Context: an optimization exercise on an open-source flow, tuned for a short achievable clock period and few clock cycles. The choices shown serve that exercise and are no tape-out recipe. At most, simulation tests tie the RTL to the original design; equivalence was not proved. The clock port is modelled as an ideal driver, which makes a skipped or thinned clock tree look cheaper than it is; a real chip needs a root buffer or a tree. Power figures rest on the tool's default switching activity, not on a simulated workload.

// segcodec
module segcodec (
    input             clk,
    input             rst,
    input             h_req,
    input             h_we,
    input      [1:0]  h_size,     
    input      [12:0] h_addr,
    input      [31:0] h_wdata,
    output            h_done,
    output reg        h_err,
    output reg [31:0] h_rdata,
    output reg        mem_en,
    output reg        mem_we,
    output reg [3:0]  mem_be,
    output reg [8:0]  mem_addr,
    output reg [31:0] mem_wdata,
    input      [31:0] mem_rdata
);
    localparam [10:0] FRAME_LEN   = 11'd1446;
    localparam [10:0] MAX_PAYLOAD = 11'd1440;
    localparam [8:0]  LAST_WORD   = 9'd361;
    localparam [3:0] OP_NOP = 4'd0, OP_ENCODE = 4'd1, OP_DECODE = 4'd2, OP_CSUM = 4'd3;
    localparam [3:0] C_NONE = 4'd0, C_BAD_SIZE = 4'd1, C_BAD_CSUM = 4'd2,
                     C_BAD_VERSION = 4'd3, C_LEN_RANGE = 4'd4, C_ILLEGAL = 4'd5;
    localparam [2:0] P_RD = 3'd0, P_RD0 = 3'd1, P_HDR = 3'd2, P_PAD = 3'd3, P_WAIT = 3'd4;
    reg [2:0]  tx_flags;    
    reg [10:0] tx_len;
    reg [5:0]  tx_seq;
    reg [5:0]  tx_ackn;
    reg        st_err;
    reg        st_valid;
    reg [3:0]  st_cause;
    reg [3:0]  st_lastop;
    reg [31:0] rx_hdr;
    reg [15:0] csum_r;
    reg [15:0] rx_size;
    reg [15:0] cs_len;
    wire [10:0] plen = (rx_hdr[26:16] > MAX_PAYLOAD) ? MAX_PAYLOAD : rx_hdr[26:16];
    reg        v_tx, v_rxh, v_cs, v_rxs, v_csl;
    wire [31:0] tx_hdr = v_tx ? {2'b01, tx_flags, tx_len, 2'b00, tx_seq, 2'b00, tx_ackn}
                              : 32'h40000000;
    wire [31:0] status = {20'd0, st_lastop, st_cause, 2'b00, st_valid, st_err};
    reg        s_idle;      
    reg        s_done;      
    reg        s_gap;       
    reg        s_cmd;       
    reg        s_ref;       
    reg        q_nop;       
    reg [3:0]  q_cause;     
    reg        s_regw;      
    reg        s_frd1;      
    reg        s_fwr1;      
    reg        s_err1;      
    reg        q_rng;       
    reg [8:0]  q_faddr;     
    reg [3:0]  q_fbe;       
    reg        s_frd2;      
    reg        s_run;       
    reg [1:0]  fsel;        
    reg [2:0]  q_reg;       
  ...
Size in the first run: about 1900 cells after synthesis, ~560 flip-flops.
Settings: LEC_CHECK=0, ABC_CLOCK_PERIOD_IN_PS=2000, CAP_MARGIN=20, CORE_MARGIN=2, CORE_UTILIZATION=40, SETUP_SLACK_MARGIN=4.3, SLEW_MARGIN=20, TNS_END_PERCENT=100; clock period 6.0 ns.
standard.sh (not shown) runs the stock make flow with config.mk's settings and CLKGATE_MAP_FILE= SYNTH_SCRIPT=/design/flow/synth_recipe.tcl, a recipe that flattens the netlist after the stock synthesis.
==> flow/flow/run.sh <==
#!/bin/bash
# The standard layout, except that the clock tree is built by flow/pre_cts.tcl:
# the clock port drives 4 root buffers, each of which drives the
# leaf buffers nearest to it; each leaf buffer drives a cluster of about
# 20 flip-flops. Two buffers from the port to every flip-flop.
set -euo pipefail
here=$(pwd)
export PRE_CTS_TCL=$here/flow/pre_cts.tcl
# Sizing may change a cell's footprint (the platform sets MATCH_CELL_FOOTPRINT=1,
# which keeps the port buffers as the slow cells they start as).
bash standard.sh MATCH_CELL_FOOTPRINT=0 finish > standard.log 2>&1
Other scripts of this flow, unchanged in this note and not shown: flow/flow/pre_cts.tcl
Testbench counts at the start, summed over its fixed seeds: cycles 134,415.
==> next run, changes <==
--- a/flow/config.mk
+++ b/flow/config.mk
@@ -12 +12 @@
-export SETUP_SLACK_MARGIN = 4.3
+export SETUP_SLACK_MARGIN = 4.0
Setup slack loses 0.023 ns.
Synthesized cell count stays the same.
Clock power hardly moves.
Via count drops by about 4.3%.
Sequential power is about the same.
Power went down by about 7%.
Die area does not change.
Sequential share of layout area rises by 3.1 points.
Area after synthesis is unchanged.
Hold slack got worse by 0.0053 ns.
Maximum frequency went down by about 1.1%.
No run of this note takes its clock network from TritonCTS; it comes from the design's own scripts or RTL.

========
segcodec, a different RTL version from the one above (not shown whole).
For scale: about 1700 cells after synthesis, ~440 flip-flops, ~160 I/O pins, roughly 19000 sq um of cells after synthesis.
export LEC_CHECK = 0
export ABC_CLOCK_PERIOD_IN_PS = 1500
export CAP_MARGIN = 20
export CORE_MARGIN = 2
export CORE_UTILIZATION = 60
export SETUP_SLACK_MARGIN = 4.5
export SLEW_MARGIN = 20
export TNS_END_PERCENT = 100
create_clock -name core_clock -period 6.0 [get_ports {clk}]
run.sh (not shown) runs the stock make flow with config.mk's settings and CLKGATE_MAP_FILE= SYNTH_SCRIPT=/design/flow/synth_recipe.tcl, a recipe that flattens the netlist after the stock synthesis.
Stock flow here: none of the scripts above is used.
Rerun with:
--- a/flow/config.mk
+++ b/flow/config.mk
@@ -6,9 +6,9 @@
 export NUM_CORES = 4
 export LEC_CHECK = 0
-export ABC_CLOCK_PERIOD_IN_PS = 1500
+export ABC_CLOCK_PERIOD_IN_PS = 2000
 export CAP_MARGIN = 20
 export CORE_MARGIN = 2
-export CORE_UTILIZATION = 60
-export SETUP_SLACK_MARGIN = 4.5
+export CORE_UTILIZATION = 40
+export SETUP_SLACK_MARGIN = 4.0
 export SLEW_MARGIN = 20
 export TNS_END_PERCENT = 100
Synthesized area stays the same.
Flip-flop and latch count does not change.
Die area rises by 49%.
Combinational power goes down by 34%.
Count of clock-buffer cells in the layout rises by 4.
No run of this note included a check of the RTL's function; only the layout flow was run.

========
segcodec, a different RTL version from the one above (not shown whole).
Size in the first run: roughly 1900 cells after synthesis, ~160 I/O pins, ~21000 sq um of cells after synthesis.
## segcodec
module segcodec (
    input             clk,
    input             rst,
    input             h_req,
    input             h_we,
    input      [1:0]  h_size,     
    input      [12:0] h_addr,
    input      [31:0] h_wdata,
    output            h_done,
    output reg        h_err,
    output reg [31:0] h_rdata,
    output reg        mem_en,
    output reg        mem_we,
    output reg [3:0]  mem_be,
    output reg [8:0]  mem_addr,
    output reg [31:0] mem_wdata,
    input      [31:0] mem_rdata
);
clock: 6.0 ns
lec_check: 0
abc_clock_period_in_ps: 2000
cap_margin: 20
core_margin: 2
core_utilization: 50
setup_slack_margin: 4.3
slew_margin: 20
tns_end_percent: 100
standard.sh (not shown) runs the stock make flow with config.mk's settings and CLKGATE_MAP_FILE= SYNTH_SCRIPT=/design/flow/synth_recipe.tcl, a recipe that flattens the netlist after the stock synthesis.
Scripts as last shown in full above: flow/flow/run.sh
Other scripts of this flow, unchanged in this note and not shown: flow/flow/pre_cts.tcl
Testbench counts at the start, summed over its fixed seeds: cycles 133,596.
Rerun with:
- CORE_UTILIZATION: 50 -> 40
What happened: Total power is about the same. Fmax is about the same. Cell area rises by 1.1%.
Rerun with:
- SETUP_SLACK_MARGIN: 4.3 -> 4.6
Result: First-iteration DRC count rose by a little under a tenth. Maximum frequency rises slightly. Via count rises by a few percent. Critical path depth fell by 3.
No run of this note takes its clock network from TritonCTS; it comes from the design's own scripts or RTL.

========
Another version of the RTL of segcodec (not shown whole).
Size: ~1800 cells after synthesis, roughly 480 flip-flops, roughly 160 I/O pins, about 0.020 mm² of cells after synthesis.
==> flow/config.mk <==
export PLATFORM = sky130hd
export DESIGN_NAME = segcodec
export DESIGN_NICKNAME = segcodec
export VERILOG_FILES = /design/flow/design.v
export SDC_FILE = /design/flow/constraint.sdc
export NUM_CORES = 4
export LEC_CHECK = 0
export ABC_CLOCK_PERIOD_IN_PS = 2000
export CAP_MARGIN = 20
export CORE_MARGIN = 2
export CORE_UTILIZATION = 55
export SETUP_SLACK_MARGIN = 4.0
export SLEW_MARGIN = 20
export TNS_END_PERCENT = 100
==> flow/constraint.sdc <==
create_clock -name core_clock -period 6.0 [get_ports {clk}]
set_input_delay 1.2000 -clock core_clock [delete_from_list [all_inputs] [get_ports {clk}]]
set_output_delay 1.2000 -clock core_clock [all_outputs]
set_load 0.01 [all_outputs]
Scripts as last shown in full above: flow/flow/run.sh
Other scripts of this flow, unchanged in this note and not shown: flow/flow/pre_cts.tcl
Rerun with:
--- a/flow/config.mk
+++ b/flow/config.mk
@@ -10,3 +10,3 @@
 export CORE_MARGIN = 2
-export CORE_UTILIZATION = 55
+export CORE_UTILIZATION = 40
 export SETUP_SLACK_MARGIN = 4.0
=> First-iteration DRC count fell by about a fifth. Die area increases by well over a third. Sequential share of layout area fell by 0.12 points. Final cell count increases by a few percent. Worst hold slack loses 6.1 ps. Via count falls by a few percent. Setup slack gets better by 25 ps. Synthesized area does not change. Register-to-register slack improves by 30 ps. Power is about the same. Design area went up slightly.
No run of this note included a check of the RTL's function; only the layout flow was run. No run of this note takes its clock network from TritonCTS; it comes from the design's own scripts or RTL.

========
## rev 12
Another version of the RTL of segcodec (not shown whole).
Size: ~470 flip-flops, about 19000 um^2 of cells after synthesis.
// segcodec
module segcodec (
    input             clk,
    input             rst,
    input             h_req,
    input             h_we,
    input      [1:0]  h_size,     
    input      [12:0] h_addr,
    input      [31:0] h_wdata,
    output            h_done,
    output reg        h_err,
    output reg [31:0] h_rdata,
    output reg        mem_en,
    output reg        mem_we,
    output reg [3:0]  mem_be,
    output reg [8:0]  mem_addr,
    output reg [31:0] mem_wdata,
    input      [31:0] mem_rdata
);
    localparam [10:0] FRAME_LEN   = 11'd1446;
    localparam [10:0] MAX_PAYLOAD = 11'd1440;
    localparam [8:0]  LAST_WORD   = 9'd361;
    localparam [3:0] OP_NOP = 4'd0, OP_ENCODE = 4'd1, OP_DECODE = 4'd2, OP_CSUM = 4'd3;
    localparam [3:0] C_NONE = 4'd0, C_BAD_SIZE = 4'd1, C_BAD_CSUM = 4'd2,
                     C_BAD_VERSION = 4'd3, C_LEN_RANGE = 4'd4, C_ILLEGAL = 4'd5;
    localparam [2:0] P_RD = 3'd0, P_RD0 = 3'd1, P_HDR = 3'd2, P_PAD = 3'd3, P_WAIT = 3'd4;
    reg [2:0]  tx_flags;    
    reg [10:0] tx_len;
    reg [5:0]  tx_seq;
    reg [5:0]  tx_ackn;
    reg        st_err;
    reg        st_valid;
    reg [3:0]  st_cause;
    reg [3:0]  st_lastop;
    reg [31:0] rx_hdr;
    reg [15:0] csum_r;
    reg [15:0] rx_size;
    reg [15:0] cs_len;
    wire [10:0] plen = (rx_hdr[26:16] > MAX_PAYLOAD) ? MAX_PAYLOAD : rx_hdr[26:16];
    reg        v_tx, v_rxh, v_cs, v_rxs, v_csl;
  ...
Settings: LEC_CHECK=0, ABC_CLOCK_PERIOD_IN_PS=2000, CAP_MARGIN=20, CORE_MARGIN=2, CORE_UTILIZATION=40, SETUP_SLACK_MARGIN=4.0, SLEW_MARGIN=20, TNS_END_PERCENT=100; clock period 6.0 ns.
==> flow/flow/run.sh <==
#!/bin/bash
# The standard layout, except that the clock tree is built by flow/pre_cts.tcl:
# the clock port drives 4 root buffers, each of which drives the
# leaf buffers nearest to it; each leaf buffer drives a cluster of about
# 20 flip-flops. Two buffers from the port to every flip-flop.
set -euo pipefail
here=$(pwd)
export PRE_CTS_TCL=$here/flow/pre_cts.tcl
bash standard.sh > standard.log 2>&1
Other scripts of this flow, unchanged in this note and not shown: flow/flow/pre_cts.tcl
Testbench counts of rev 12, summed over its fixed seeds: cycles 132,121.
Relative to rev 12, the following input files were edited for rev 13:
-- flow/flow/run.sh --
<<< rev 12, line 9
bash standard.sh > standard.log 2>&1
>>> rev 13, line 9
# Sizing may change a cell's footprint (the platform sets MATCH_CELL_FOOTPRINT=1,
# which keeps the port buffers as the slow cells they start as).
bash standard.sh MATCH_CELL_FOOTPRINT=0 finish > standard.log 2>&1
Notes after the runs:
Rev 13 finished every step from synthesis to the final layout, and the layout passed the timing, DRC and antenna checks.
Sequential share of layout area was higher in the run labelled rev 12.
NOTE: total number of cells along the worst setup path in rev 13 exceeds that of rev 12
Comparing overall track demand over capacity in global routing for rev 12 and rev 13, the bigger number came from rev 13.
In rev 13, the shortest period the worst path allows came out 36 ps below the value in rev 12.
In every run of this note, the design's own scripts or RTL, not TritonCTS, make the clock network.

re-timing with driven ports:
Ports are ideal in the flow. The routed layouts listed here were re-timed in OpenROAD. Step 1 (the two cells are an assumption about what drives the block):
set clk [get_ports {clk}]
set_driving_cell -lib_cell sky130_fd_sc_hd__clkbuf_16 $clk
set_driving_cell -lib_cell sky130_fd_sc_hd__buf_2 [delete_from_list [all_inputs] $clk]
Step 2 moves the port delays by t, midway between the first and last clock arrival at a register: inputs arrive t later, outputs are due t later. That takes back most of the time a late clock gives input paths. Slacks: no drivers / after step 1 / after step 2; pairs: no drivers / after step 1.
run	shift t [ns]	setup WS [ns]	slew at the worst register clock pin (ns)	worst slew at a driven data input, ns
the first run of note 1	0.468	3.971 / 3.853 / 3.722	0.09 / 0.09	0.06
the second run of note 1	0.476	3.948 / 3.826 / 3.669	0.09 / 0.09	0.04
the first run of note 2	0.629	3.282 / 3.282 / 2.967	0.07 / 0.07	0.18
the second run of note 2	0.637	3.726 / 3.675 / 3.172	0.06 / 0.06	0.17
the first run of note 3	0.462	3.925 / 3.857 / 3.540	0.09 / 0.09	0.08
the second run of note 3	0.471	3.929 / 3.826 / 3.606	0.09 / 0.09	0.06
the third run of note 3	0.469	3.958 / 3.838 / 3.574	0.09 / 0.09	0.15
the first run of note 4	0.455	3.683 / 3.720 / 3.265	0.09 / 0.09	0.23
the second run of note 4	0.477	3.708 / 3.791 / 3.314	0.10 / 0.10	0.10
rev 12	0.451	3.688 / 3.683 / 3.233	0.09 / 0.09	0.22
rev 13	0.465	3.724 / 3.698 / 3.234	0.10 / 0.10	0.21
After both steps every run listed still meets setup and hold. The setup slack of the second run of note 2, which loses most, moves by -0.051 ns with the drivers and by -0.554 ns with both steps.
